Background: an optimization exercise with open tools, aiming at small area, a short achievable clock period and few clock cycles per item. Do not read the settings as production practice.
Where RTL was checked, it was by simulation tests only, not by an equivalence proof against the original.
Function not checked in runs 4 and 5: the RTL went through the layout flow alone.
Power figures rest on the tool's default switching activity, not on a simulated workload.

==> flow/run.sh <==
#!/bin/bash
# Own flow: the standard layout (standard.sh, unchanged synthesis) with
# a tighter setup target for repair_timing, the smallest buffer on the
# ports and clock tree synthesis without dummy loads. All tool output goes
# to logs in this folder (standard_own.log, and ORFS's logs under orfs/).
set -euo pipefail
MARGIN=${MARGIN:-5.9}
CTS="-sink_clustering_enable -repair_clock_nets -buf_list sky130_fd_sc_hd__clkbuf_8 -sink_clustering_size 30 -sink_clustering_max_diameter 40 -dont_use_dummy_load"
sed -e "s/SETUP_SLACK_MARGIN=[0-9.]*/SETUP_SLACK_MARGIN=$MARGIN/" \
    -e "s|\"\${@:-finish}\"|BUFFER_PORTS_ARGS='-buffer_cell sky130_fd_sc_hd__buf_1' CTS_ARGS='$CTS' \"\${@:-finish}\"|" \
    standard.sh > standard_own.sh
bash standard_own.sh > standard_own.log 2>&1
==> standard.sh <==
#!/bin/bash
# synth_recipe.tcl (not shown) runs the flow's synth.tcl, then flattens the netlist and writes it again
# the make line also repeats each setting of config.mk as NAME=value (left out here)
make -C /OpenROAD-flow-scripts/flow DESIGN_CONFIG=/design/flow/config.mk WORK_HOME=/design/flow/orfs CLKGATE_MAP_FILE= SYNTH_SCRIPT=/design/flow/synth_recipe.tcl "${@:-finish}"
==> config.mk <==
export PLATFORM = sky130hd
export DESIGN_NAME = ws_frame_rx
export DESIGN_NICKNAME = ws_frame_rx
export VERILOG_FILES = /design/flow/design.v
export SDC_FILE = /design/flow/constraint.sdc
export NUM_CORES = 4
export LEC_CHECK = 0
export ABC_AREA = 1
export CAP_MARGIN = 20
export CORE_MARGIN = 2
export CORE_UTILIZATION = 55
export CTS_BUF_LIST = sky130_fd_sc_hd__clkbuf_8
export CTS_CLUSTER_DIAMETER = 50
export CTS_CLUSTER_SIZE = 20
export PLACE_DENSITY = 0.65
export SETUP_SLACK_MARGIN = 5
export SLEW_MARGIN = 20
==> constraint.sdc <==
create_clock -name core_clock -period 9.0 [get_ports {clk}]
set_input_delay 1.8000 -clock core_clock [delete_from_list [all_inputs] [get_ports {clk}]]
set_output_delay 1.8000 -clock core_clock [all_outputs]
set_load 0.01 [all_outputs]
==> design.v <==
module ws_crc16_byte (
  input  wire [15:0] crc_in,
  input  wire [7:0]  data,
  output wire [15:0] crc_out
);
  wire [7:0]  x0 = crc_in[15:8] ^ data;
  wire [7:0]  x  = x0 ^ {4'd0, x0[7:4]};
  assign crc_out = {crc_in[7:0], 8'd0} ^ {x[3:0], 12'd0} ^ {3'd0, x, 5'd0} ^ {8'd0, x};
endmodule
module ws_framer (
  input  wire        clk,
  input  wire        rst,
  input  wire        in_valid,
  input  wire [7:0]  in_data,
  output wire        in_ready,
  input  wire        ev_take,
  output reg         ev_valid,
  output reg         ev_crc_err,
  output reg  [1:0]  ev_tag,
  output reg  [7:0]  ev_command,
  output reg  [7:0]  ev_status,
  output reg  [7:0]  ev_length,
  output reg  [63:0] ev_raw,
  output reg  [15:0] ev_stored,
  output reg  [15:0] ev_computed,
  output wire        load1,        
  output wire        load2         
);
  reg  [5:0] pos;
  reg        rdy;                  
  assign in_ready = rdy;
  wire acc    = in_valid && rdy;
  wire is_aa  = (in_data == 8'hAA);
  wire is_tag = (in_data == 8'h01) || (in_data == 8'h02) || (in_data == 8'h03);
  reg  [5:0] pos_n;
  always @* begin
    pos_n = pos;
    if (acc)
      case (pos)
        6'd0: pos_n = is_aa ? 6'd1 : 6'd0;
        6'd1: pos_n = is_tag ? 6'd2 : is_aa ? 6'd1 : 6'd0;
        6'd2: pos_n = (in_data == 8'h55) ? 6'd3 : is_aa ? 6'd1 : 6'd0;
        6'd3: pos_n = (in_data == 8'hC3) ? 6'd4 : is_aa ? 6'd1 : 6'd0;
        default: pos_n = pos + 6'd1;    
      endcase
  end
  wire evv_n = (ev_valid && !ev_take) || (acc && pos == 6'd63);
  always @(posedge clk) begin
    if (rst) begin
      pos      <= 6'd0;
      rdy      <= 1'b1;
      ev_valid <= 1'b0;
    end else begin
      pos      <= pos_n;
      rdy      <= !evv_n || (acc ? (pos == 6'd63 || (pos == 6'd0 && !is_aa))
                                 : (pos == 6'd0));
      ev_valid <= evv_n;
    end
  end
  wire   ld    = (ev_tag == 2'd1) ? (pos == 6'd15) : (pos == 6'd11);
  assign load1 = ld;
  assign load2 = ld && (ev_tag != 2'd2);
  wire [15:0] crc_next;
  ws_crc16_byte u_crc (.crc_in(ev_computed), .data(in_data), .crc_out(crc_next));
  always @(posedge clk) begin
    if (acc) begin
      if (pos == 6'd1) ev_tag <= in_data[1:0] - 2'd1;
      if (pos == 6'd3) ev_computed <= 16'hFFFF;
      if (pos >= 6'd4 && pos <= 6'd61)
        ev_computed <= crc_next;
    end
    if (pos == 6'd4)  ev_command    <= in_data;
    if (pos == 6'd5)  ev_status     <= in_data;
    if (pos == 6'd6)  ev_length     <= in_data;
    if (pos == 6'd7)  ev_raw[7:0]   <= in_data;
    if (pos == 6'd8)  ev_raw[15:8]  <= in_data;
    if (pos == 6'd9)  ev_raw[23:16] <= in_data;
    if (pos == 6'd10) ev_raw[31:24] <= in_data;
    if (pos == 6'd11) ev_raw[39:32] <= in_data;
    if (pos == 6'd12) ev_raw[47:40] <= in_data;
    if (pos == 6'd13) ev_raw[55:48] <= in_data;
    if (pos == 6'd14) ev_raw[63:56] <= in_data;
    if (pos == 6'd62) ev_stored[15:8] <= in_data;
    if (pos == 6'd63) begin
      ev_stored[7:0] <= in_data;
      ev_crc_err     <= (ev_computed != {ev_stored[15:8], in_data});
    end
  end
endmodule
module ws_div_f64 #(
  parameter RW = 7                  
) (
  input  wire         clk,
  input  wire         rst,
  input  wire         start,        
  input  wire         sel25,        
  input  wire         sel125,       
  input  wire         sgn,
  input  wire [23:0]  lv,
  input  wire [10:0]  ex0,
  input  wire         post,         
  input  wire         post_first,   
  input  wire         t_hi,         
  input  wire         t_lo,
  output reg          pre,          
  output reg          sign,
  output reg  [10:0]  expo,
  output reg  [51:0]  frac
);
  reg          odd;                 
  reg          bh, bl;              
  reg  [RW-1:0] rem;
  wire d25  = sel25;
  wire d125 = (RW == 7) && sel125;
  wire [7:0] x1a = {3'd0, rem[4:0], bh};
  wire       g1a = (x1a >= 8'd25);
  wire [7:0] y1a = g1a ? x1a - 8'd25 : x1a;
  wire [7:0] x2a = {2'd0, y1a[4:0], bl};
  wire       g2a = (x2a >= 8'd25);
  wire [7:0] y2a = g2a ? x2a - 8'd25 : x2a;
  wire [7:0] x1b = {rem, bh};
  wire       g1b = (x1b >= 8'd125);
  wire [7:0] y1b = g1b ? x1b - 8'd125 : x1b;
  wire [7:0] x2b = {y1b[RW-1:0], bl};
  wire       g2b = (x2b >= 8'd125);
  wire [7:0] y2b = g2b ? x2b - 8'd125 : x2b;
  wire          q_hi = d25 ? g1a : d125 ? g1b : bh;
  wire          q_lo = d25 ? g2a : d125 ? g2b : bl;
  wire [RW-1:0] r1   = d125 ? y1b[RW-1:0] : d25 ? y1a[RW-1:0] : {RW{1'b0}};
  wire [RW-1:0] r2   = d125 ? y2b[RW-1:0] : d25 ? y2a[RW-1:0] : {RW{1'b0}};
  wire odd_n = pre ? q_hi : odd;
  wire lvz   = (lv == 24'd0);
  always @(posedge clk) begin
    if (rst)
      pre <= 1'b0;
    else if (start)
      pre <= !lvz;
    else if (pre && (q_hi || q_lo))
      pre <= 1'b0;
  end
  always @(posedge clk) begin
    if (start) begin
      sign <= sgn;
      frac <= {lv, 28'd0};
      rem  <= {RW{1'b0}};
      odd  <= 1'b0;
      bh   <= lv[23];
      bl   <= lv[22];
      expo <= lvz ? 11'h7FF : ex0;
    end else if (pre || post) begin
      frac <= {frac[49:0], post & q_hi, post & q_lo};
      rem  <= (pre && q_hi) ? r1 : r2;
      odd  <= odd_n;
      bh   <= (odd_n ? frac[50] : frac[49]) | t_hi;
      bl   <= (odd_n ? frac[49] : frac[48]) | t_lo;
      if (pre)
        expo <= expo - 11'd2;
      if (post_first)
        expo <= expo + (odd ? 11'd2 : 11'd1);
    end
  end
endmodule
module ws_f32_to_f64 #(
  parameter TRACTION = 1            
) (
  input  wire [1:0]  mode,
  input  wire [15:0] n,             
  input  wire [15:0] w,             
  input  wire [31:0] f,             
  output wire [23:0] lv,            
  output wire [10:0] ex0            
);
  wire [7:0] e    = f[30:23];
  wire       e_z  = (e == 8'd0);
  wire       e_ff = (e == 8'hFF);
  wire [15:0] low_set;
  assign low_set[0] = 1'b0;
  genvar i;
  generate
    for (i = 1; i < 16; i = i + 1) begin : g_abs
      assign low_set[i] = low_set[i-1] | n[i-1];
    end
  endgenerate
  wire [15:0] mag = n ^ ({16{n[15]}} & low_set);
  wire hr = mode[0];
  wire tr = (TRACTION != 0) && mode[1] && !mode[0];
  wire nm = !hr && !tr;
  assign lv = ({24{hr}} & {!e_z, f[22:0]})
            | ({24{tr}} & {w, 8'd0})
            | ({24{nm}} & {mag, 8'd0});
  wire [10:0] ex_hr = e_ff ? 11'h7FF : e_z ? 11'd897 :
                      {e[7], {3{!e[7]}}, e[6:0]};
  assign ex0 = hr ? ex_hr : tr ? 11'd1035 : 11'd1036;
endmodule
module ws_decoder (
  input  wire [1:0]  tag,
  input  wire [63:0] raw,
  output wire        sign1,
  output wire        sign2
);
  assign sign1 = (tag == 2'd0) ? raw[15] : (tag == 2'd1) ? raw[31] : 1'b0;
  assign sign2 = (tag == 2'd0) ? raw[31] : raw[63];
endmodule
module ws_frame_rx (
  input  wire        clk,
  input  wire        rst,
  input  wire        in_valid,
  input  wire [7:0]  in_data,
  output wire        in_ready,
  output wire        ev_valid,
  input  wire        ev_ready,
  output wire        ev_crc_err,
  output wire [1:0]  ev_tag,
  output wire [7:0]  ev_command,
  output wire [7:0]  ev_status,
  output wire [7:0]  ev_length,
  output wire [63:0] ev_raw,
  output wire [63:0] ev_value1,
  output wire [63:0] ev_value2,
  output wire [15:0] ev_stored,
  output wire [15:0] ev_computed
);
  wire load1, load2;
  wire pre1, pre2;
  reg        busy, post;
  reg  [4:0] cnt;
  wire [4:0] cnt_n  = cnt + 5'd1;
  wire       d25    = (ev_tag == 2'd0);
  wire       d125   = (ev_tag == 2'd2);
  wire       t_hi   = post && ((d25 && cnt_n == 5'd24) ||
                               (d125 && (cnt_n == 5'd23 || cnt_n == 5'd24 || cnt_n == 5'd25)));
  wire       t_lo   = post && ((d25 && cnt_n == 5'd24) ||
                               (d125 && (cnt_n == 5'd23 || cnt_n == 5'd24)));
  always @(posedge clk) begin
    if (rst) begin
      busy <= 1'b0;
      post <= 1'b0;
    end else if (load1 || load2) begin
      busy <= 1'b1;
      post <= 1'b0;
    end else if (busy && !post && !pre1 && !pre2) begin
      post <= 1'b1;
    end else if (post && cnt == 5'd25) begin
      busy <= 1'b0;
      post <= 1'b0;
    end
  end
  always @(posedge clk)
    cnt <= post ? cnt_n : 5'd0;
  ws_framer u_framer (
    .clk(clk), .rst(rst),
    .in_valid(in_valid), .in_data(in_data), .in_ready(in_ready),
    .ev_take(ev_valid && ev_ready), .ev_valid(ev_valid),
    .ev_crc_err(ev_crc_err), .ev_tag(ev_tag), .ev_command(ev_command),
    .ev_status(ev_status), .ev_length(ev_length), .ev_raw(ev_raw),
    .ev_stored(ev_stored), .ev_computed(ev_computed),
    .load1(load1), .load2(load2)
  );
  wire [23:0] lv1;
  wire [10:0] ex1;
  ws_f32_to_f64 #(.TRACTION(1)) u_op1 (
    .mode(ev_tag), .n(ev_raw[15:0]), .w(ev_raw[31:16]), .f(ev_raw[31:0]),
    .lv(lv1), .ex0(ex1)
  );
  ws_div_f64 #(.RW(7)) u_eng1 (
    .clk(clk), .rst(rst), .start(load1),
    .sel25(ev_tag == 2'd0), .sel125(ev_tag == 2'd2), .sgn(sgn1),
    .lv(lv1), .ex0(ex1),
    .post(post), .post_first(post && cnt == 5'd0), .t_hi(t_hi), .t_lo(t_lo),
    .pre(pre1), .sign(ev_value1[63]), .expo(ev_value1[62:52]), .frac(ev_value1[51:0])
  );
  wire [23:0] lv2;
  wire [10:0] ex2;
  ws_f32_to_f64 #(.TRACTION(0)) u_op2 (
    .mode(ev_tag), .n(ev_raw[31:16]), .w(16'd0), .f(ev_raw[63:32]),
    .lv(lv2), .ex0(ex2)
  );
  ws_div_f64 #(.RW(5)) u_eng2 (
    .clk(clk), .rst(rst), .start(load2),
    .sel25(ev_tag == 2'd0), .sel125(1'b0), .sgn(sgn2),
    .lv(lv2), .ex0(ex2),
    .post(post), .post_first(post && cnt == 5'd0), .t_hi(t_hi), .t_lo(t_lo),
    .pre(pre2), .sign(ev_value2[63]), .expo(ev_value2[62:52]), .frac(ev_value2[51:0])
  );
  wire sgn1, sgn2;
  ws_decoder u_sign (
    .tag(ev_tag), .raw(ev_raw), .sign1(sgn1), .sign2(sgn2)
  );
endmodule
==> run notes, run 1 <==
- Status: no timing/DRC/antenna violations
- Most used DFF post-synth: edfxtp_1
- Via count: around 13k
- Clk pin slew, worst setup/hold paths: approximately 0.090 ns
- First-pass DRT Iterations: 5
- Met1 WL: between 15000 and 20000 um
- Cell area after layout: 16700 um2
- Critical path class: flip-flop to output pin
- Worst-Skew Late Latency: 0.56 ns
- Register area share after synthesis: 0.530
- Largest cells by area after synthesis: edfxtp_1 41%, dfxtp_1 12%, nand2_1 9.5%
- Synth cell count leaders: 367 x nand2_1, 199 x edfxtp_1, 190 x inv_1
- Clk buf depth: 3
- Synth Cell Area: 14600 um2
- Leak: 6.61 nW
- Number of H-tree levels: 2
- Layout cells sized above 1: 0.0751
- Vias in the first global route: 11.8k
- Setup Viol. Count Final: 0
- Max capacitance violation total: 0
- Period Utilization, post-route: 0.346
- Die X: 167 um
- Buffers on Ports: roughly 260
- DRC: 0
- Final Slew Violations: 0
- Initial antenna violation count: 0
- Arr. time, crit path: 1.31 ns
- Clock Skew: 0.0764 ns
- Final net count: 1962
- TNS Setup: 0 ns
- Syn-to-layout area delta: 14.9%
- Rel. slew slack: 0.377
- Sink Count: 286
- Total GRT Usage: 0.296
- Dpl cells: around 2.2k
- Most frequent cell after synthesis: nand2_1
- Largest net degree at the start of global routing: 61
- Non-Filler Instances: 2252
- Post-Synth Simple-Gate Area: 0.212
- Mean Syn Cell Area: 8.90 um2
- IO Count: roughly 270
- DP HPWL: 29700 um
- Fin crit period: approximately 3.1 ns
- Iter 0 DRT Violations: 1267
- Synth Area in XOR/XNOR: 0.0413
- Pwr dens: 151 nW/um2
- Post-synth ARST share: 0
- EDFF count, synth: approximately 200
- CP Max Fanout: 3
- CTS buffer count: 39
- Site Rows: 59
- DIE AREA: approximately 28000 um2
- Hold Path Class: flip-flop to flip-flop
- Core Region: 26100 um2
- Worst Max-Slew Pin Slew: 0.931 ns
- Post-synth cell types: 57
- GRT overflow: 0
- Hold_ws: 0.455 ns
- WL per Instance: around 19 um
- Final Hold Vio Count: 0
- RSZ-0062 raised after global routing: yes
- Mapped Nets: 1678
- Critical path endpoint category: output pin
- Mux contribution to synthesized area: 0
- Post-Place Cell Area: 15900 um2
- Placer congestion estimate: 0.908
- Required @ worst endpoint: between 7 and 8 ns
- Post-synthesis adder-cell area fraction: 0.0277
- CP Launch Type: flip-flop
- CTS tree: yes
- Total wire length: 42800 um
- Synthesis Warnings: 4
- First-pass GRT wire length: 65200 um
- Top Layer Used: met4
- Die height: 167 um
- Post-synth top area share: 0.410
- DR WL met3: 4050 um
- Register bit total from synthesis: 286
- Compound-gate portion of the synthesized area: 0.119
- Fmax: 321 MHz
- Cell count after synthesis: 1635
- Peak VDD IR: ~0.13 mV
- Clock Tree Root: clkbuf_8
- Diodes inserted: 0
- DR WL met2: 19200 um
- Post-DRT Antenna Nets: 0
- Largest family of logic cells by synthesized area: simple AND/OR/NAND/NOR gates
- Leading area contributor after synthesis: edfxtp_1
- Via density: 5.70
- Initial Util: 0.559
repair_timing:
action                                  CTS  global route
resized for setup                        14            21
hold buffers                              0             0
endpoints found under the setup margin  127            76
setup buffers                            11             9
cloned                                    2             1
metrics by stage:
step / setup slack [ns] / power, W / util
floorplan: 5.99 / 0.00165 / -
global placement: 5.29 / 0.00171 / 0.608
detailed placement: 5.19 / 0.00172 / 0.608
CTS: 5.84 / 0.00254 / 0.636
global route: 5.86 / 0.00263 / 0.642
finish: 5.89 / 0.00253 / 0.642
placed cells by master (no fill, tap or decap), types with 3 or more instances in the layout:
master	Yosys	routed
nand2_1	367	367
buf_1	10	259
edfxtp_1	199	199
inv_1	190	190
nor2_1	129	125
nand3_1	118	117
dfxtp_1	87	87
o21ai_0	81	80
a21oi_1	66	65
xor2_1	45	44
clkbuf_8	0	40
buf_4	3	33
ha_1	29	29
a22oi_1	28	28
o22ai_1	25	25
nor3_1	19	19
xnor2_1	18	18
nand4_1	16	16
o211ai_1	15	15
nor4_1	15	15
a31oi_1	13	13
o31ai_1	11	11
or2_2	10	10
o21ai_1	10	9
nor2_2	6	8
nand3_2	7	8
a32o_1	8	8
a22o_1	6	6
clkinv_1	9	5
nor2_4	3	5
inv_2	4	5
xor2_2	3	4
nand2_4	1	3
a211oi_1	3	3
a221oi_1	3	3
a21oi_2	2	3
buf_6	1	3
per-layer routing:
metal  vias up  track usage
met5         -            0
met4         0        0.113
met3        95       0.0608
met2       649        0.454
met1      5981        0.418
li1       6101            -
worst paths after layout:
check	from	end	slack (ns)	cells past startpoint
worst max-delay path	u_framer.ev_tag[0]	ev_tag[0]	5.89	2
worst min-delay path	u_eng2.frac[9]	u_eng2.frac[11]	0.45	2
worst max register to register	u_framer.ev_tag[0]	u_eng1.frac[50]	6.04	11
worst min register to register	u_eng2.frac[9]	u_eng2.frac[11]	0.45	2
area by class of cell:
cell class,count,area (um2)
inverter,203,771
tap,335,419
timing repair buffer,304,1390
sequential,286,7720
clock buffer,39,537
multi-input combinational,1085,5890
fill,2268,9330
worst max-delay path, stage by stage, from the launching register on:
cell      delay, ns
edfxtp_1       0.47
buf_12         0.17
buf_6          0.11
flip-flops by register name (all words and copies together) (netlist names), 2 cells and up:
register	flops
u_eng2.expo	11
u_eng1.rem	7
u_framer.ev_stored	16
u_eng1.expo	11
u_framer.ev_status	8
u_eng2.rem	5
cnt	5
u_framer.ev_raw	64
u_framer.ev_computed	16
u_framer.ev_command	8
u_framer.ev_length	8
u_eng1.frac	52
u_eng2.frac	52
u_framer.ev_tag	2
u_framer.pos	6
cell families (layout without fill, tap and decap cells):
| family | after synthesis | in the layout |
|---|---|---|
| AO/OA/AOI/OAI | 282 | 282 |
| XOR/XNOR | 66 | 66 |
| adder cells (fa/ha/maj) | 31 | 31 |
| buffers and inverters | 265 | 546 |
| flip-flops | 286 | 286 |
| AND/OR/NAND/NOR | 705 | 706 |
where the power goes:
group | switching [W] | total (W) | internal, W | leakage [nW]
sequential | 0.0000214 | 0.00144 | 0.00142 | 2.50
combinational | 0.000176 | 0.000259 | 0.0000823 | 3.83
clock | 0.000446 | 0.000829 | 0.000384 | 0.280
total | 0.000644 | 0.00253 | 0.00189 | 6.61
Testbench counts, summed over its fixed seeds: cycles 24,942, bytes 24,934.
==> run 2: changes to the inputs <==
--- a/flow/run.sh
+++ b/flow/run.sh
@@ -4,7 +4,7 @@
 # ports and clock tree synthesis without dummy loads. All tool output goes
 # to logs in this folder (standard_own.log, and ORFS's logs under orfs/).
 set -euo pipefail
-MARGIN=${MARGIN:-5.9}
+MARGIN=${MARGIN:-5.85}
 CTS="-sink_clustering_enable -repair_clock_nets -buf_list sky130_fd_sc_hd__clkbuf_8 -sink_clustering_size 30 -sink_clustering_max_diameter 40 -dont_use_dummy_load"
 sed -e "s/SETUP_SLACK_MARGIN=[0-9.]*/SETUP_SLACK_MARGIN=$MARGIN/" \
     -e "s|\"\${@:-finish}\"|BUFFER_PORTS_ARGS='-buffer_cell sky130_fd_sc_hd__buf_1' CTS_ARGS='$CTS' \"\${@:-finish}\"|" \
--- a/config.mk
+++ b/config.mk
@@ -8,10 +8,10 @@
 export ABC_AREA = 1
 export CAP_MARGIN = 20
 export CORE_MARGIN = 2
-export CORE_UTILIZATION = 55
+export CORE_UTILIZATION = 40
 export CTS_BUF_LIST = sky130_fd_sc_hd__clkbuf_8
 export CTS_CLUSTER_DIAMETER = 50
 export CTS_CLUSTER_SIZE = 20
-export PLACE_DENSITY = 0.65
+export PLACE_DENSITY = 0.55
 export SETUP_SLACK_MARGIN = 5
 export SLEW_MARGIN = 20
==> run 2 against run 1 <==
Net effect:
- cell count rose by 5.5%
- worst hold slack got worse by 0.00054 ns
- critical path type unchanged
- area after synthesis did not move
- synthesized cell count did not move
- clock skew fell by 0.0040 ns
==> run notes, run 2 <==
- Status: no timing/DRC/antenna violations
- Period Utilization, post-route: 0.346 (+0.000727)
- Switch Pwr: 0.000659 W (+2.4%)
- TNS Setup: 0 ns (unchanged)
- Critical path endpoint category: output pin
- Die X: 195 um (+17%)
- Most used DFF post-synth: edfxtp_1
- Syn-to-layout area delta: 15.8%
- Buffers on Ports: 264 (unchanged)
- DIE AREA: 37900 um2 (+37%)
- Max FFs per register: 64 (unchanged)
- Crit path setup slack, layout: 5.88 ns (-0.00654 ns)
- Delay-heaviest family, CP: flip-flops
- Post-synth top area share: 0.410 (unchanged)
- Crit path max-delay cell type: edfxtp_1
- Worst-Skew Late Latency: 0.58 ns (+0.02 ns)
- WL per Instance: 19.3 um (+1.8%)
- DRC: 0 (unchanged)
- R2R Path Start: u_framer.ev_raw[0]
- Comb power frac: 0.101 (about the same)
- IO Count: 265 (unchanged)
- Clock Tree Root: clkbuf_8
- Clock share of power: 0.339 (+0.011)
- Cell count after synthesis: 1635 (unchanged)
- DP HPWL: 32700 um (+9.9%)
- CTS buffer count: 42 (+7.7%)
- Switching share of power: 0.256 (+0.00166)
- Fin crit period: 3.12 ns (+0.00654 ns)
- Largest net degree at the start of global routing: 61 (unchanged)
- RSZ-0062 raised after global routing: yes
- Most frequent cells in the layout: 366 x nand2_1, 262 x buf_1, 199 x edfxtp_1
- Clk buf depth: 3 (unchanged)
- Leading area contributor after synthesis: edfxtp_1
- Initial Util: 0.407 (-0.151)
- Fillers: 3583 (+58%)
- Hold Startpoint: u_eng1.rem[6]
- Number of H-tree levels: 2 (unchanged)
- Clk pin slew, worst setup/hold paths: 0.07 ns (-0.02 ns)
- Most frequent cell after synthesis: nand2_1
- Required @ worst endpoint: 7.20 ns (about the same)
- Layout cells sized above 1: 0.0705 (-0.00458)
- Total GRT Usage: 0.236 (-0.0601)
- Crit-path max cell delay: 0.52 ns (+0.05 ns)
- Final Slew Violations: 0 (unchanged)
- Total wire length: 45900 um (+7.4%)
- Initial antenna violation count: 1 (+1)
- Pre-CTS setup slack: 4.73 ns (-0.464 ns)
- Largest Register: u_framer.ev_raw
- Critical path class: flip-flop to output pin
- Register bit total from synthesis: 286 (unchanged)
- Mean Syn Cell Area: 8.90 um2 (unchanged)
- CP Max Fanout: 5 (+2)
- Core Region: 35700 um2 (+37%)
- GRT overflow: 0 (unchanged)
- Post-synth ARST share: 0 (unchanged)
- Leading cell type in the layout, fill and taps excluded: nand2_1
- Fmax: 321 MHz (-0.21%)
- Largest cells by area after synthesis: edfxtp_1 41%, dfxtp_1 12%, nand2_1 9.5%
- Internal power: 0.00192 W (+1.5%)
- First-pass GRT wire length: 69800 um (+7.0%)
- Final net count: 1959 (-0.15%)
- Clock Skew: 0.0724 ns (-0.00400 ns)
- Rel. slew slack: 0.382 (+0.00435)
- Iter 0 DRT Violations: 1017 (-20%)
- Worst Max-Slew Pin Slew: 0.927 ns (-0.00308 ns)
- Total power: 0.00258 W (+1.7%)
- Final Hold Vio Count: 0 (unchanged)
- Synth cell count leaders: 367 x nand2_1, 199 x edfxtp_1, 190 x inv_1
- Mapped Nets: 1678 (unchanged)
- Crit-path cells: buf_1
- Placer congestion estimate: 0.911 (+0.32%)
- CTS tree: yes
- Register area share after synthesis: 0.530 (unchanged)
- Worst setup path start: u_framer.ev_raw[27]
- Synthesis Warnings: 4 (unchanged)
- Sink Count: 286 (unchanged)
- Synth Cell Area: 14600 um2 (unchanged)
- Registers with the highest flip-flop counts: u_framer.ev_raw (64), u_eng1.frac (52), u_eng2.frac (52)
- Worst Path Buf+Inv: 1 (-1)
- CP Launch Type: flip-flop
- Via density: 5.35 (-6.1%)
- Via count: 12.7k (-0.99%)
- Post-DRT Antenna Nets: 0 (unchanged)
- Max capacitance violation total: 0 (unchanged)
- Setup Viol. Count Final: 0 (unchanged)
- Site Rows: 69 (+17%)
- Diodes inserted: 0 (unchanged)
- Leak: 6.59 nW (-0.31%)
- Flop pwr share: 0.560 (-0.010)
- Hold Path Class: flip-flop to flip-flop
- Die height: 195 um (+17%)
- Hold_ws: 0.454 ns (-0.000541 ns)
- Vias in the first global route: 12.1k (+2.7%)
- Arr. time, crit path: 1.32 ns (about the same)
- Post-synth cell types: 57 (unchanged)
- Pwr dens: 153 nW/um2 (+0.90%)
- EDFF count, synth: 199 (unchanged)
- First-pass DRT Iterations: 5 (unchanged)
- Peak VDD IR: 0.104 mV (-22%)
==> run 2: power groups by stage <==
stage | Combinational, W | Clock, W | Sequential (W)
2_1_floorplan | 0.000177 | 0 | 0.00147
3_3_place_gp | 0.000249 | 0 | 0.00147
3_5_place_dp | 0.000250 | 0 | 0.00147
4_1_cts | 0.000256 | 0.000901 | 0.00144
5_1_grt | 0.000291 | 0.000945 | 0.00145
6_report | 0.000260 | 0.000872 | 0.00144
==> run 2: cell families after synthesis <==
group / count (synthesis) / synth area share
DFF: 286 / 0.530
xor gates and xnor gates: 66 / 0.0413
and+or+nand+nor: 705 / 0.212
buffers and inverters: 265 / 0.0706
AOI/OAI and AO/OA: 282 / 0.119
adders and majority gates: 31 / 0.0277
==> run 2: layout make-up <==
cell class                 instances  area (um2)  area share
sequential                       286        7720       0.458
tap                              461         577      0.0342
clock buffer                      42         578      0.0343
timing repair buffer             299        1350      0.0800
inverter                         203         773      0.0459
multi-input combinational       1084        5870       0.348
==> run 2: tightest hold or removal path, cell delays in order, from the launching register on <==
cell	delay, ns
dfxtp_1	0.31
nand2_1	0.06
nand2_1	0.05
==> run 2: path summary, 6_finish.rpt <==
kind / endpoint / slack [ns] / cells after the start
hold reg to reg: u_eng1.rem[6] / 0.45 / 2
hold / removal: u_eng1.rem[6] / 0.45 / 2
setup / recovery: ev_raw[27] / 5.88 / 1
setup reg to reg: u_eng1.expo[8] / 6.02 / 15
==> run 2: per-layer routing <==
metal  GRT usage  wire (um)
met2       0.377      21200
met3      0.0474       3470
met5           0          0
met4      0.0752       1160
met1       0.324      20100
==> run 2: through the flow <==
stage               cell area (um2)   util  std cells
global route                  16900  0.472       2375
CTS                           16800  0.470       2372
global placement              16000  0.448       2317
detailed placement            16000  0.448       2317
floorplan                     14600      -       1635
finish                        16900  0.472       2375
==> run 2: timing repair <==
action                                  4_1_cts  5_1_grt
endpoints found under the hold margin         0        0
hold buffers                                  0        0
pin swaps                                     0        0
endpoints found under the setup margin      140       91
buffers inserted                             11        3
resized for setup                            15       10
gates cloned                                  2        0
==> run 3: changes to the inputs <==
==> run.sh (new file) <==
#!/bin/bash
# synth_recipe.tcl (not shown) runs the flow's synth.tcl, then flattens the netlist and writes it again
# the make line also repeats each setting of config.mk as NAME=value (left out here)
make -C /OpenROAD-flow-scripts/flow DESIGN_CONFIG=/design/flow/config.mk WORK_HOME=/design/flow/orfs CLKGATE_MAP_FILE= SYNTH_SCRIPT=/design/flow/synth_recipe.tcl finish
--- a/config.mk
+++ b/config.mk
@@ -8,10 +8,10 @@
 export ABC_AREA = 1
 export CAP_MARGIN = 20
 export CORE_MARGIN = 2
-export CORE_UTILIZATION = 40
+export CORE_UTILIZATION = 50
 export CTS_BUF_LIST = sky130_fd_sc_hd__clkbuf_8
 export CTS_CLUSTER_DIAMETER = 50
 export CTS_CLUSTER_SIZE = 20
-export PLACE_DENSITY = 0.55
+export PLACE_DENSITY = 0.6
 export SETUP_SLACK_MARGIN = 5
 export SLEW_MARGIN = 20
removed: flow/run.sh
removed: standard.sh
==> run 3 against run 2 <==
Net effect:
- still clean
- clock skew fell by 0.052 ns
- utilization rose by 17 points
- sequential share of layout area fell by 3.6 points
- clock power rose by 13%
- wire length fell by 5.1%
- combinational power rose by 2%
- critical path type unchanged
- highest routed layer unchanged
==> run notes, run 3 <==
- Setup Viol. Count Final: 0 (unchanged)
- Post-synth top area share: 0.410 (unchanged)
- GR peak layer: met2
- Final net count: 1930 (-1.5%)
- Via density: 5.51 (+3.0%)
- Leading cell type in the layout, fill and taps excluded: nand2_1
- Pwr dens: 147 nW/um2 (-3.8%)
- Synthesis Warnings: 4 (unchanged)
- Clk pin slew, worst setup/hold paths: 0.10 ns (+0.03 ns)
- First-pass DRT Iterations: 5 (unchanged)
- DP HPWL: 31100 um (-4.9%)
- GRT overflow: 0 (unchanged)
- Critical path class: flip-flop to output pin
- Fin crit period: 3.82 ns (+0.699 ns)
- Final Slew Violations: 0 (unchanged)
- Period Utilization, post-route: 0.424 (+0.0777)
- Clk buf depth: 3 (unchanged)
- Post-synth cell types: 57 (unchanged)
- Leak: 7.20 nW (+9.3%)
- First-pass GRT wire length: 66700 um (-4.4%)
- Largest Register: u_framer.ev_raw
- Total GRT Usage: 0.277 (+0.0408)
- Largest family of logic cells by synthesized area: simple AND/OR/NAND/NOR gates
- DIE AREA: 30500 um2 (-20%)
- Max capacitance violation total: 0 (unchanged)
- Post-DRT Antenna Nets: 0 (unchanged)
- Vias in the first global route: 11.9k (-1.9%)
- Registers with the highest flip-flop counts: u_framer.ev_raw (64), u_eng1.frac (52), u_eng2.frac (52)
- Compound-gate portion of the synthesized area: 0.119 (unchanged)
- Layout cells sized above 1: 0.0649 (-0.00568)
- Most used DFF post-synth: edfxtp_1
- CP Launch Type: flip-flop
- Site Rows: 62 (-10%)
- Worst-Skew Late Latency: 0.63 ns (+0.05 ns)
- Synth Cell Area: 14600 um2 (unchanged)
- Largest net degree at the start of global routing: 61 (unchanged)
- Most frequent cells in the layout: 367 x nand2_1, 264 x clkdlybuf4s50_1, 199 x edfxtp_1
- Synth cell count leaders: 367 x nand2_1, 199 x edfxtp_1, 190 x inv_1
- Rel. slew slack: 0.292 (-0.0899)
- Crit-path max cell delay: 0.63 ns (+0.11 ns)
- Global routing usage on met1: 0.394 (+0.0706)
- DRC: 0 (unchanged)
- Final Hold Vio Count: 0 (unchanged)
- EDFF count, synth: 199 (unchanged)
- Total power: 0.00269 W (+4.4%)
- Cell count after synthesis: 1635 (unchanged)
- Hold_ws: 0.462 ns (+0.00829 ns)
- Delay-heaviest family, CP: buffers and inverters
- Grt met3 use: 0.0529 (+0.00550)
- Crit-path cells: buf_6 > clkdlybuf4s50_1
- Clock Tree Root: clkbuf_8
- Initial antenna violation count: 0 (-1)
- Post-Synth Simple-Gate Area: 0.212 (unchanged)
- Post-synthesis adder-cell area fraction: 0.0277 (unchanged)
- Placer congestion estimate: 0.932 (+2.2%)
- Peak VDD IR: 0.134 mV (+28%)
- Crit path max-delay cell type: clkdlybuf4s50_1
- Diodes inserted: 0 (unchanged)
- TNS Setup: 0 ns (unchanged)
- Synth Area in XOR/XNOR: 0.0413 (unchanged)
- Critical path endpoint category: output pin
- Die X: 175 um (-10%)
- Worst Max-Slew Pin Slew: 1.06 ns (+0.131 ns)
- Arr. time, crit path: 2.02 ns (+0.70 ns)
- Fmax: 262 MHz (-18%)
- IO Count: 265 (unchanged)
- Register bit total from synthesis: 286 (unchanged)
- Iter 0 DRT Violations: 1246 (+23%)
- Total wire length: 43600 um (-5.1%)
- Leading area contributor after synthesis: edfxtp_1
- Mapped Nets: 1678 (unchanged)
- Mux contribution to synthesized area: 0 (unchanged)
- Met2 usage: 0.437 (+0.0604)
- Hold Path Class: flip-flop to flip-flop
- Mean Syn Cell Area: 8.90 um2 (unchanged)
- Max FFs per register: 64 (unchanged)
- CTS buffer count: 31 (-26%)
- Core Region: 28700 um2 (-20%)
- Largest cells by area after synthesis: edfxtp_1 41%, dfxtp_1 12%, nand2_1 9.5%
- Number of H-tree levels: 1 (-1)
- CP Max Fanout: 48 (+43)
- Worst Path Buf+Inv: 2 (+1)
- Most frequent cell after synthesis: nand2_1
- Status: no timing/DRC/antenna violations
- CTS tree: yes
- Register area share after synthesis: 0.530 (unchanged)
- Clock Skew: 0.0200 ns (-0.0524 ns)
- Sink Count: 286 (unchanged)
- Die height: 175 um (-10%)
- Via count: 12.6k (-0.40%)
- Post-synth ARST share: 0 (unchanged)
- WL per Instance: 19.0 um (-1.9%)
- Required @ worst endpoint: 7.20 ns (about the same)
- Initial Util: 0.507 (+0.0999)
- R2r setup slk: 5.33 ns (-0.69 ns)
- RSZ-0062 raised after global routing: no
- Syn-to-layout area delta: 25.7%
- Buffers on Ports: 264 (unchanged)
-- run 3: cells by family after synthesis --
| logic type | after synthesis |
|---|---|
| AOI/OAI and AO/OA | 282 |
| xor gates and xnor gates | 66 |
| adders and majority gates | 31 |
| buffers and inverters | 265 |
| DFF | 286 |
| and+or+nand+nor | 705 |
-- run 3: final timing paths --
path,from,endpoint,depth (start not counted)
worst max-delay path,u_framer.ev_tag[0],ev_tag[0],2
worst min-delay path,u_eng1.rem[6],u_eng1.rem[6],2
worst max register to register,u_framer.ev_tag[1],u_eng2.frac[44],8
worst min register to register,u_eng1.rem[6],u_eng1.rem[6],2
-- run 3: repair_timing --
| item | in CTS | in global routing |
|---|---|---|
| hold buffers | 0 | 0 |
| resized for setup | 0 | 4 |
| buffers inserted | 0 | 3 |
| endpoints found under the setup margin | 0 | 33 |
-- run 3: worst reg2reg max path, cell delays in order (launching register included) --
cell and delay (ns):
edfxtp_1 0.59, nand2_2 0.45, clkinvlp_4 0.51, nor2_4 0.23, buf_6 0.40, inv_1 0.11
buf_4 0.27, nand2_1 0.40, buf_4 0.38
-- run 3: layout make-up --
class                           count  area (um2)
Fill cell                        2478       10400
Sequential cell                   286        7720
Multi-Input combinational cell   1084        5830
Timing Repair Buffer              281        2780
Inverter                          203         769
Tap cell                          384         480
Clock buffer                       31         427
Clock inverter                     27         298
-- run 3: metrics by stage --
stage,setup slack (ns),utilization,area (um2),instances
finish,5.18,0.637,18300,2296
floorplan,5.79,-,14600,1635
global placement,4.97,0.611,17500,2235
global route,5.11,0.637,18300,2296
CTS,5.01,0.636,18300,2293
detailed placement,4.89,0.611,17500,2235
-- run 3: layer usage --
| layer | vias to the layer above | wire length, um |
|---|---|---|
| met5 | - | 0 |
| met4 | 0 | 1020 |
| met3 | 68 | 3870 |
| met2 | 559 | 19800 |
| met1 | 5964 | 18800 |
| li1 | 6057 | - |
-- run 3: power by group --
group / switching (W) / internal, W
Sequential: 0.0000223 / 0.00142
Combinational: 0.000171 / 0.0000944
Clock: 0.000558 / 0.000423
==> run 4: changes to the inputs <==
--- a/design.v
+++ b/design.v
@@ -23,6 +23,8 @@
   output reg  [63:0] ev_raw,
   output reg  [15:0] ev_stored,
   output reg  [15:0] ev_computed,
+  output reg         m_hr,         
+  output reg         m_tr,         
   output wire        load1,        
   output wire        load2         
 );
@@ -57,14 +59,18 @@
       ev_valid <= evv_n;
     end
   end
-  wire   ld    = (ev_tag == 2'd1) ? (pos == 6'd15) : (pos == 6'd11);
+  wire   ld    = m_hr ? (pos == 6'd15) : (pos == 6'd11);
   assign load1 = ld;
-  assign load2 = ld && (ev_tag != 2'd2);
+  assign load2 = ld && !m_tr;
   wire [15:0] crc_next;
   ws_crc16_byte u_crc (.crc_in(ev_computed), .data(in_data), .crc_out(crc_next));
   always @(posedge clk) begin
     if (acc) begin
-      if (pos == 6'd1) ev_tag <= in_data[1:0] - 2'd1;
+      if (pos == 6'd1) begin
+        ev_tag <= in_data[1:0] - 2'd1;
+        m_hr   <= (in_data[1:0] == 2'd2);
+        m_tr   <= (in_data[1:0] == 2'd3);
+      end
       if (pos == 6'd3) ev_computed <= 16'hFFFF;
       if (pos >= 6'd4 && pos <= 6'd61)
         ev_computed <= crc_next;
@@ -225,8 +231,9 @@
   reg        busy, post;
   reg  [4:0] cnt;
   wire [4:0] cnt_n  = cnt + 5'd1;
-  wire       d25    = (ev_tag == 2'd0);
-  wire       d125   = (ev_tag == 2'd2);
+  wire       m_hr, m_tr;           
+  wire       d25    = !m_hr && !m_tr;
+  wire       d125   = m_tr;
   wire       t_hi   = post && ((d25 && cnt_n == 5'd24) ||
                                (d125 && (cnt_n == 5'd23 || cnt_n == 5'd24 || cnt_n == 5'd25)));
   wire       t_lo   = post && ((d25 && cnt_n == 5'd24) ||
@@ -254,17 +261,17 @@
     .ev_crc_err(ev_crc_err), .ev_tag(ev_tag), .ev_command(ev_command),
     .ev_status(ev_status), .ev_length(ev_length), .ev_raw(ev_raw),
     .ev_stored(ev_stored), .ev_computed(ev_computed),
-    .load1(load1), .load2(load2)
+    .m_hr(m_hr), .m_tr(m_tr), .load1(load1), .load2(load2)
   );
   wire [23:0] lv1;
   wire [10:0] ex1;
   ws_f32_to_f64 #(.TRACTION(1)) u_op1 (
-    .mode(ev_tag), .n(ev_raw[15:0]), .w(ev_raw[31:16]), .f(ev_raw[31:0]),
+    .mode({m_tr, m_hr}), .n(ev_raw[15:0]), .w(ev_raw[31:16]), .f(ev_raw[31:0]),
     .lv(lv1), .ex0(ex1)
   );
   ws_div_f64 #(.RW(7)) u_eng1 (
     .clk(clk), .rst(rst), .start(load1),
-    .sel25(ev_tag == 2'd0), .sel125(ev_tag == 2'd2), .sgn(sgn1),
+    .sel25(d25), .sel125(d125), .sgn(sgn1),
     .lv(lv1), .ex0(ex1),
     .post(post), .post_first(post && cnt == 5'd0), .t_hi(t_hi), .t_lo(t_lo),
     .pre(pre1), .sign(ev_value1[63]), .expo(ev_value1[62:52]), .frac(ev_value1[51:0])
@@ -272,18 +279,18 @@
   wire [23:0] lv2;
   wire [10:0] ex2;
   ws_f32_to_f64 #(.TRACTION(0)) u_op2 (
-    .mode(ev_tag), .n(ev_raw[31:16]), .w(16'd0), .f(ev_raw[63:32]),
+    .mode({1'b0, m_hr}), .n(ev_raw[31:16]), .w(16'd0), .f(ev_raw[63:32]),
     .lv(lv2), .ex0(ex2)
   );
   ws_div_f64 #(.RW(5)) u_eng2 (
     .clk(clk), .rst(rst), .start(load2),
-    .sel25(ev_tag == 2'd0), .sel125(1'b0), .sgn(sgn2),
+    .sel25(d25), .sel125(1'b0), .sgn(sgn2),
     .lv(lv2), .ex0(ex2),
     .post(post), .post_first(post && cnt == 5'd0), .t_hi(t_hi), .t_lo(t_lo),
     .pre(pre2), .sign(ev_value2[63]), .expo(ev_value2[62:52]), .frac(ev_value2[51:0])
   );
   wire sgn1, sgn2;
   ws_decoder u_sign (
-    .tag(ev_tag), .raw(ev_raw), .sign1(sgn1), .sign2(sgn2)
-  );
-endmodule
+    .tag({m_tr, m_hr}), .raw(ev_raw), .sign1(sgn1), .sign2(sgn2)
+  );
+endmodule
==> flow/run.sh (new file) <==
#!/bin/bash
# Own flow: the standard layout (standard.sh, unchanged synthesis) with
# a tighter setup target for repair_timing, the smallest buffer on the
# ports and clock tree synthesis without dummy loads. All tool output goes
# to logs in this folder (standard_own.log, and ORFS's logs under orfs/).
set -euo pipefail
MARGIN=${MARGIN:-5.9}
CTS="-sink_clustering_enable -repair_clock_nets -buf_list sky130_fd_sc_hd__clkbuf_8 -sink_clustering_size 30 -sink_clustering_max_diameter 40 -dont_use_dummy_load"
sed -e "s/SETUP_SLACK_MARGIN=[0-9.]*/SETUP_SLACK_MARGIN=$MARGIN/" \
    -e "s|\"\${@:-finish}\"|BUFFER_PORTS_ARGS='-buffer_cell sky130_fd_sc_hd__buf_1' CTS_ARGS='$CTS' \"\${@:-finish}\"|" \
    standard.sh > standard_own.sh
bash standard_own.sh > standard_own.log 2>&1
==> standard.sh (new file) <==
#!/bin/bash
# synth_recipe.tcl (not shown) runs the flow's synth.tcl, then flattens the netlist and writes it again
# the make line also repeats each setting of config.mk as NAME=value (left out here)
make -C /OpenROAD-flow-scripts/flow DESIGN_CONFIG=/design/flow/config.mk WORK_HOME=/design/flow/orfs CLKGATE_MAP_FILE= SYNTH_SCRIPT=/design/flow/synth_recipe.tcl "${@:-finish}"
removed: run.sh
==> run 4 against run 3 <==
Net effect:
- still clean on timing, DRC and antenna
- combinational power is 7% lower
- global-route usage is 1.1 points lower
- utilization is 5.7 points lower
- area after synthesis is 2.7% higher
- register-to-register slack better by 0.72 ns
- synthesized cell count is 2.7% higher
- total power is 4.7% lower
- critical path depth is 1 lower
- cell count is 2.4% higher
- largest power group unchanged
- highest routed layer unchanged
==> run notes, run 4 <==
- Registers with the highest flip-flop counts: u_framer.ev_raw (64), u_eng1.frac (52), u_eng2.frac (52)
- Clk buf depth: 3 (unchanged)
- Buffers on Ports: 264 (unchanged)
- Most used DFF post-synth: edfxtp_1
- Largest net degree at the start of global routing: 85 (+39%)
- Critical path class: flip-flop to output pin
- Final net count: 2006 (+3.9%)
- Post-synth ARST share: 0 (unchanged)
- Synth cell count leaders: 398 x nand2_1, 206 x inv_1, 201 x edfxtp_1
- Mean Syn Cell Area: 8.91 um2 (about the same)
- Leak: 7.10 nW (-1.4%)
- Worst-Skew Late Latency: 0.58 ns (-0.05 ns)
- Clock Skew: 0.102 ns (+0.0824 ns)
- Layout cells sized above 1: 0.0923 (+0.0274)
- Leading cell type in the layout, fill and taps excluded: nand2_1
- TNS Setup: 0 ns (unchanged)
- GRT overflow: 0 (unchanged)
- Clock Tree Root: clkbuf_8
- Period Utilization, post-route: 0.340 (-0.0845)
- Synth Cell Area: 15000 um2 (+2.7%)
- Pwr dens: 149 nW/um2 (+1.7%)
- Hold Startpoint: u_eng1.rem[0]
- Final Hold Vio Count: 0 (unchanged)
- Critical path endpoint category: output pin
- Hold_buf cts: 0 (unchanged)
- Mapped Nets: 1722 (+2.6%)
- Rel. slew slack: 0.357 (+0.0657)
- Hold Path Class: flip-flop to flip-flop
- Peak VDD IR: 0.0974 mV (-27%)
- Worst setup path start: u_framer.ev_raw[57]
- Register area share after synthesis: 0.520 (-0.0100)
- DIE AREA: 31300 um2 (+2.7%)
- Iter 0 DRT Violations: 1217 (-2.3%)
- Synthesis Warnings: 4 (unchanged)
- WL per Instance: 18.0 um (-5.1%)
- Max FFs per register: 64 (unchanged)
- Vias in the first global route: 11.7k (-2.1%)
- Total GRT Usage: 0.266 (-0.0108)
- R2R Path Start: u_eng1.bh
- RSZ-0062 raised after global routing: yes
- Delay-heaviest family, CP: flip-flops
- Placer congestion estimate: 0.894 (-4.0%)
- Max capacitance violation total: 0 (unchanged)
- Fin util: 0.580 (-0.0571)
- Diodes inserted: 0 (unchanged)
- DP HPWL: 30100 um (-3.1%)
- Crit-path cells: buf_1
- Setup Viol. Count Final: 0 (unchanged)
- Via density: 5.41 (-1.8%)
- IO Count: 265 (unchanged)
- Arr. time, crit path: 1.26 ns (-0.76 ns)
- Crit-path max cell delay: 0.50 ns (-0.13 ns)
- Number of H-tree levels: 2 (+1)
- First-pass GRT wire length: 65100 um (-2.3%)
- CTS tree: yes
- Final Slew Violations: 0 (unchanged)
- CTS buffer count: 42 (+35%)
- Required @ worst endpoint: 7.20 ns (about the same)
- DRC: 0 (unchanged)
- Cell count after synthesis: 1679 (+2.7%)
- Fin crit period: 3.06 ns (-0.761 ns)
- Core Region: 29600 um2 (+3.0%)
- EDFF count, synth: 201 (+1.0%)
- Largest cells by area after synthesis: edfxtp_1 40%, dfxtp_1 12%, nand2_1 10%
- Sink Count: 288 (+0.70%)
- Fmax: 327 MHz (+25%)
- Syn-to-layout area delta: 14.7%
- Via count: 12.7k (+0.55%)
- First-pass DRT Iterations: 5 (unchanged)
- Status: no timing/DRC/antenna violations
- Die height: 177 um (+1.3%)
- Post-synth cell types: 66 (+16%)
- Post-DRT Antenna Nets: 0 (unchanged)
- Initial antenna violation count: 0 (unchanged)
- Most frequent cell after synthesis: nand2_1
- CP Max Fanout: 4 (-92%)
- CP Launch Type: flip-flop
- Clk pin slew, worst setup/hold paths: 0.08 ns (-0.02 ns)
- Worst Path Buf+Inv: 1 (-1)
- Crit path max-delay cell type: edfxtp_1
- Largest Register: u_framer.ev_raw
- Initial Util: 0.506 (-0.00133)
- Total wire length: 42300 um (-2.8%)
- Die X: 177 um (+1.3%)
- Register bit total from synthesis: 288 (+0.70%)
- Site Rows: 63 (+1.6%)
- Leading area contributor after synthesis: edfxtp_1
- Most frequent cells in the layout: 396 x nand2_1, 259 x buf_1, 203 x inv_1
- Worst Max-Slew Pin Slew: 0.964 ns (-0.0952 ns)
- Post-synth top area share: 0.404 (-0.00684)
-- run 4: changes by cell type after synthesis, moves of 11 or more --
cell / delta
a21oi_1: -16
o22ai_1: -12
inv_1: +16
nor2_1: -11
nand2_2: +11
nand2_1: +31
-- run 4: repair_timing --
action | in CTS | in global routing
setup endpoints to repair | 146 | 104
pin swaps | 1 | 0
gates resized for setup | 10 | 26
gates cloned | 2 | 1
buffers inserted | 8 | 11
-- run 4: area by class of cell --
class,instances,area (um2)
Multi-Input combinational cell,1109,6150
Timing Repair Buffer,302,1320
Tap cell,390,488
Clock buffer,42,578
Sequential cell,288,7780
Inverter,220,840
Fill cell,2765,12400
-- run 4: cells by family (layout without fill, tap and decap cells) --
logic type | count (synthesis) | count (layout) | share of synthesized area
AO/OA/AOI/OAI | 265 | 265 | 0.110
AND/OR/NAND/NOR | 739 | 742 | 0.223
multiplexers | 1 | 1 | 0.000669
adder cells (fa/ha/maj) | 31 | 31 | 0.0269
XOR/XNOR | 70 | 70 | 0.0443
flip-flops | 288 | 288 | 0.520
buffers and inverters | 285 | 564 | 0.0753
-- run 4: worst paths after layout --
| kind | endpoint | cells after the start | slack, ns |
|---|---|---|---|
| min reg2reg | u_eng1.rem[0] | 2 | 0.47 |
| max reg2reg | u_eng1.rem[4] | 18 | 6.05 |
| max | ev_raw[57] | 1 | 5.94 |
| min | u_eng1.rem[0] | 2 | 0.47 |
-- run 4: layer usage --
layer	vias to the layer above	part of all wire	GRT usage
met3	67	0.075	0.0470
li1	6191	-	-
met5	-	0	0
met4	0	0.024	0.0761
met2	470	0.45	0.418
met1	5990	0.45	0.380
-- run 4: metrics by stage --
step,cells,hold WS [ns],power [W],cell area (um2),setup slack [ns]
floorplan,1679,0.439,0.00166,15000,6.04
global placement,2287,0.456,0.00172,16300,5.07
detailed placement,2287,0.459,0.00172,16300,5.07
CTS,2339,0.470,0.00258,17000,5.90
global route,2351,0.482,0.00266,17200,5.90
finish,2351,0.469,0.00256,17200,5.94
-- run 4: report_power, final --
part	internal [W]	switching, W	total [W]
clock	0.000412	0.000452	0.000864
sequential	0.00143	0.0000226	0.00145
combinational	0.0000812	0.000165	0.000246
total	0.00192	0.000639	0.00256
==> run 5: changes to the inputs <==
--- a/flow/run.sh
+++ b/flow/run.sh
@@ -4,7 +4,7 @@
 # ports and clock tree synthesis without dummy loads. All tool output goes
 # to logs in this folder (standard_own.log, and ORFS's logs under orfs/).
 set -euo pipefail
-MARGIN=${MARGIN:-5.9}
+MARGIN=${MARGIN:-5.95}
 CTS="-sink_clustering_enable -repair_clock_nets -buf_list sky130_fd_sc_hd__clkbuf_8 -sink_clustering_size 30 -sink_clustering_max_diameter 40 -dont_use_dummy_load"
 sed -e "s/SETUP_SLACK_MARGIN=[0-9.]*/SETUP_SLACK_MARGIN=$MARGIN/" \
     -e "s|\"\${@:-finish}\"|BUFFER_PORTS_ARGS='-buffer_cell sky130_fd_sc_hd__buf_1' CTS_ARGS='$CTS' \"\${@:-finish}\"|" \
==> run 5 against run 4 <==
Net effect:
- clock power barely moved
- die area did not move
- fmax rose by 0.74%
- setup slack improved by 0.022 ns
- clock skew barely moved
- sequential power barely moved
- sequential share of layout area fell by 0.77 points
- synthesized cell count did not move
==> run notes, run 5 <==
- Buffers on Ports: 264 (unchanged)
- Mean Syn Cell Area: 8.91 um2 (unchanged)
- WL per Instance: 18.0 um (about the same)
- Leading area contributor after synthesis: edfxtp_1
- IO Count: 265 (unchanged)
- Status: no timing/DRC/antenna violations
- R2R cell count: 19 (+1)
- Synth cell count leaders: 398 x nand2_1, 206 x inv_1, 201 x edfxtp_1
- Reg2reg end: u_eng1.rem[3]
- Hold Path Class: flip-flop to flip-flop
- Mux contribution to synthesized area: 0.000669 (unchanged)
- Initial antenna violation count: 0 (unchanged)
- Final Hold Vio Count: 0 (unchanged)
- GRT overflow: 0 (unchanged)
- Post-DRT Antenna Nets: 0 (unchanged)
- Clock Skew: 0.103 ns (+0.000125 ns)
- Fmax: 330 MHz (+0.74%)
- Post-synthesis adder-cell area fraction: 0.0269 (unchanged)
- R2r setup slk: 6.11 ns (+0.06 ns)
- Largest family of logic cells by synthesized area: simple AND/OR/NAND/NOR gates
- Post-synth top area share: 0.404 (unchanged)
- Vias in the first global route: 11.7k (+0.64%)
- Clk buf depth: 3 (unchanged)
- CTS tree: yes
- Leak: 7.29 nW (+2.6%)
- Critical path class: flip-flop to output pin
- Clock Tree Root: clkbuf_8
- First-pass GRT wire length: 65600 um (+0.68%)
- RSZ-0062 raised after global routing: yes
- CP Max Fanout: 5 (+1)
- CTS buffer count: 42 (unchanged)
- Grt met3 use: 0.0440 (-0.00301)
- Hold path depth: 2 (unchanged)
- Hold_ws: 0.469 ns (+0.0000120 ns)
- GR peak layer: met2
- Setup Viol. Count Final: 0 (unchanged)
- Syn-to-layout area delta: 16.7%
- TNS Setup: 0 ns (unchanged)
- Sink Count: 288 (unchanged)
- Compound-gate portion of the synthesized area: 0.110 (unchanged)
- Max capacitance violation total: 0 (unchanged)
- Worst-Skew Late Latency: 0.58 ns (about the same)
- Cell count after synthesis: 1679 (unchanged)
- Post-Synth Simple-Gate Area: 0.223 (unchanged)
- Worst Path Buf+Inv: 1 (unchanged)
- Hold Startpoint: u_eng1.rem[0]
- Placer congestion estimate: 0.894 (unchanged)
- Die height: 177 um (unchanged)
- Hold_buf cts: 0 (unchanged)
- Delay-heaviest family, CP: flip-flops
- EDFF count, synth: 201 (unchanged)
- Pwr dens: 147 nW/um2 (-1.6%)
- Arr. time, crit path: 1.23 ns (-0.03 ns)
- Initial Util: 0.506 (unchanged)
- Synth Cell Area: 15000 um2 (unchanged)
- Registers with the highest flip-flop counts: u_framer.ev_raw (64), u_eng1.frac (52), u_eng2.frac (52)
- Via density: 5.42 (+0.13%)
- Peak VDD IR: 0.0974 mV (about the same)
- DP HPWL: 30100 um (unchanged)
- Iter 0 DRT Violations: 1334 (+9.6%)
- Most used DFF post-synth: edfxtp_1
- Largest net degree at the start of global routing: 85 (unchanged)
- Number of H-tree levels: 2 (unchanged)
- Largest cells by area after synthesis: edfxtp_1 40%, dfxtp_1 12%, nand2_1 10%
- Synthesis Warnings: 4 (unchanged)
- Fillers: 2729 (-1.3%)
- Leading cell type in the layout, fill and taps excluded: nand2_1
- Site Rows: 63 (unchanged)
- Core Region: 29600 um2 (unchanged)
- Hold Path End: u_eng1.rem[0]
- Final net count: 2038 (+1.6%)
- Die X: 177 um (unchanged)
- Crit-path cells: buf_2
- DIE AREA: 31300 um2 (unchanged)
- Required @ worst endpoint: 7.20 ns (about the same)
- Post-synth cell types: 66 (unchanged)
- DRC: 0 (unchanged)
- Fin crit period: 3.03 ns (-0.0224 ns)
- Total wire length: 42900 um (+1.4%)
- Global routing usage on met1: 0.383 (+0.00351)
- Crit-path max cell delay: 0.50 ns (about the same)
- R2R Path Start: u_eng1.bh
- Register area share after synthesis: 0.520 (unchanged)
- Met2 usage: 0.423 (+0.00503)
- Diodes inserted: 0 (unchanged)
- Most frequent cell after synthesis: nand2_1
- Max FFs per register: 64 (unchanged)
- Layout cells sized above 1: 0.110 (+0.0181)
- Clk pin slew, worst setup/hold paths: 0.06 ns (-0.02 ns)
- Synth Area in XOR/XNOR: 0.0443 (unchanged)
- Critical path endpoint category: output pin
- First-pass DRT Iterations: 5 (unchanged)
- CP Launch Type: flip-flop
- Crit path max-delay cell type: edfxtp_1
- Mapped Nets: 1722 (unchanged)
- Rel. slew slack: 0.346 (-0.0118)
- Period Utilization, post-route: 0.337 (-0.00248)
- Worst Max-Slew Pin Slew: 0.981 ns (+0.0177 ns)
- Post-synth ARST share: 0 (unchanged)
- Register bit total from synthesis: 288 (unchanged)
- Most frequent cells in the layout: 396 x nand2_1, 252 x buf_1, 203 x inv_1
- Via count: 12.9k (+1.5%)
- Total GRT Usage: 0.268 (+0.00200)
- Final Slew Violations: 0 (unchanged)
- Largest Register: u_framer.ev_raw
-- run 5: cell counts after synthesis --
Identical to the previous run, type by type.
-- run 5: report_power, final --
group / internal [W] / switching (W) / leakage, nW
logic: 0.0000847 / 0.000166 / 4.47
registers: 0.00143 / 0.0000223 / 2.52
clock network: 0.000412 / 0.000450 / 0.302
-- run 5: per-stage QoR --
step | instances | total power [W] | setup slack, ns | area, um2 | util
2_1_floorplan | 1679 | 0.00166 | 6.04 | 15000 | -
3_3_place_gp | 2287 | 0.00172 | 5.07 | 16300 | 0.551
3_5_place_dp | 2287 | 0.00172 | 5.07 | 16300 | 0.551
4_1_cts | 2349 | 0.00258 | 5.95 | 17100 | 0.578
5_1_grt | 2383 | 0.00267 | 5.90 | 17500 | 0.590
6_report | 2383 | 0.00257 | 5.97 | 17500 | 0.590
-- run 5: repair_timing --
action,CTS,global route
setup endpoints to repair,168,132
pin swaps,1,2
gates resized for setup,20,28
cloned,2,1
buffers inserted,18,33
-- run 5: how the worst max path moves through the flow --
stage                        start                       end  slack, ns  cells after the start
3_5_place_dp         u_framer.m_hr           u_eng2.frac[30]       5.07                     13
2_1_floorplan           in_data[7]  u_framer.ev_computed[15]       6.04                      5
3_3_place_gp         u_framer.m_hr           u_eng2.frac[30]       5.07                     13
5_1_grt        u_framer.ev_raw[52]                ev_raw[52]       5.90                      1
6_report       u_framer.ev_raw[27]                ev_raw[27]       5.97                      1
4_1_cts         u_framer.ev_raw[7]                 ev_raw[7]       5.95                      1
-- run 5: cell families after synthesis --
| kind of cell | count (synthesis) |
|---|---|
| AOI/OAI and AO/OA | 265 |
| xor gates and xnor gates | 70 |
| adders and majority gates | 31 |
| buffers and inverters | 285 |
| DFF | 288 |
| muxes | 1 |
| and+or+nand+nor | 739 |
-- run 5: final cells by class --
| type | instances | area [um2] | area share |
|---|---|---|---|
| Tap cell | 390 | 488 | 0.0280 |
| Inverter | 220 | 840 | 0.0481 |
| Sequential cell | 288 | 7780 | 0.446 |
| Timing Repair Buffer | 335 | 1610 | 0.0924 |
| Multi-Input combinational cell | 1108 | 6150 | 0.353 |
| Clock buffer | 42 | 578 | 0.0331 |
-- run 5: layer usage --
metal	share of wire	up-vias
met5	0	-
met4	0.025	0
met3	0.076	70
met2	0.46	517
met1	0.44	6054
li1	-	6267

afterwards: timing with drivers on the ports:
Ports are ideal in the flow. The routed layouts listed here were re-timed in OpenROAD.
Step 1: set_driving_cell puts a clkbuf_16 on clk and a buf_2 on each other input, an assumption about the parent block.
Step 2, shift: input delay + t, output delay - t, t = (earliest + latest rising clock arrival at the registers) / 2. This alone moves slack from input paths to output paths.
a / b / c = no drivers / after step 1 / after step 2; a / b = the first two.
run | shift t [ns] | setup slack, ns | clock arrival spread, ns | worst register clock-pin slew, ns | cell pins on the clock port's net
run 1 | 0.573 | 5.889 / 5.843 / 5.518 | 0.083 / 0.083 | 0.09 / 0.09 | 1
run 2 | 0.595 | 5.882 / 5.834 / 5.366 | 0.075 / 0.075 | 0.08 / 0.08 | 1
run 3 | 0.669 | 5.183 / 5.135 / 4.872 | 0.025 / 0.025 | 0.10 / 0.10 | 1
run 4 | 0.586 | 5.944 / 5.894 / 5.511 | 0.117 / 0.116 | 0.09 / 0.09 | 1
run 5 | 0.588 | 5.966 / 5.916 / 5.510 | 0.118 / 0.118 | 0.09 / 0.09 | 1
After both steps setup and hold are still met in every run listed. For run 2, which loses most, drivers alone change the setup slack by -0.048 ns; drivers and shift together by -0.516 ns.
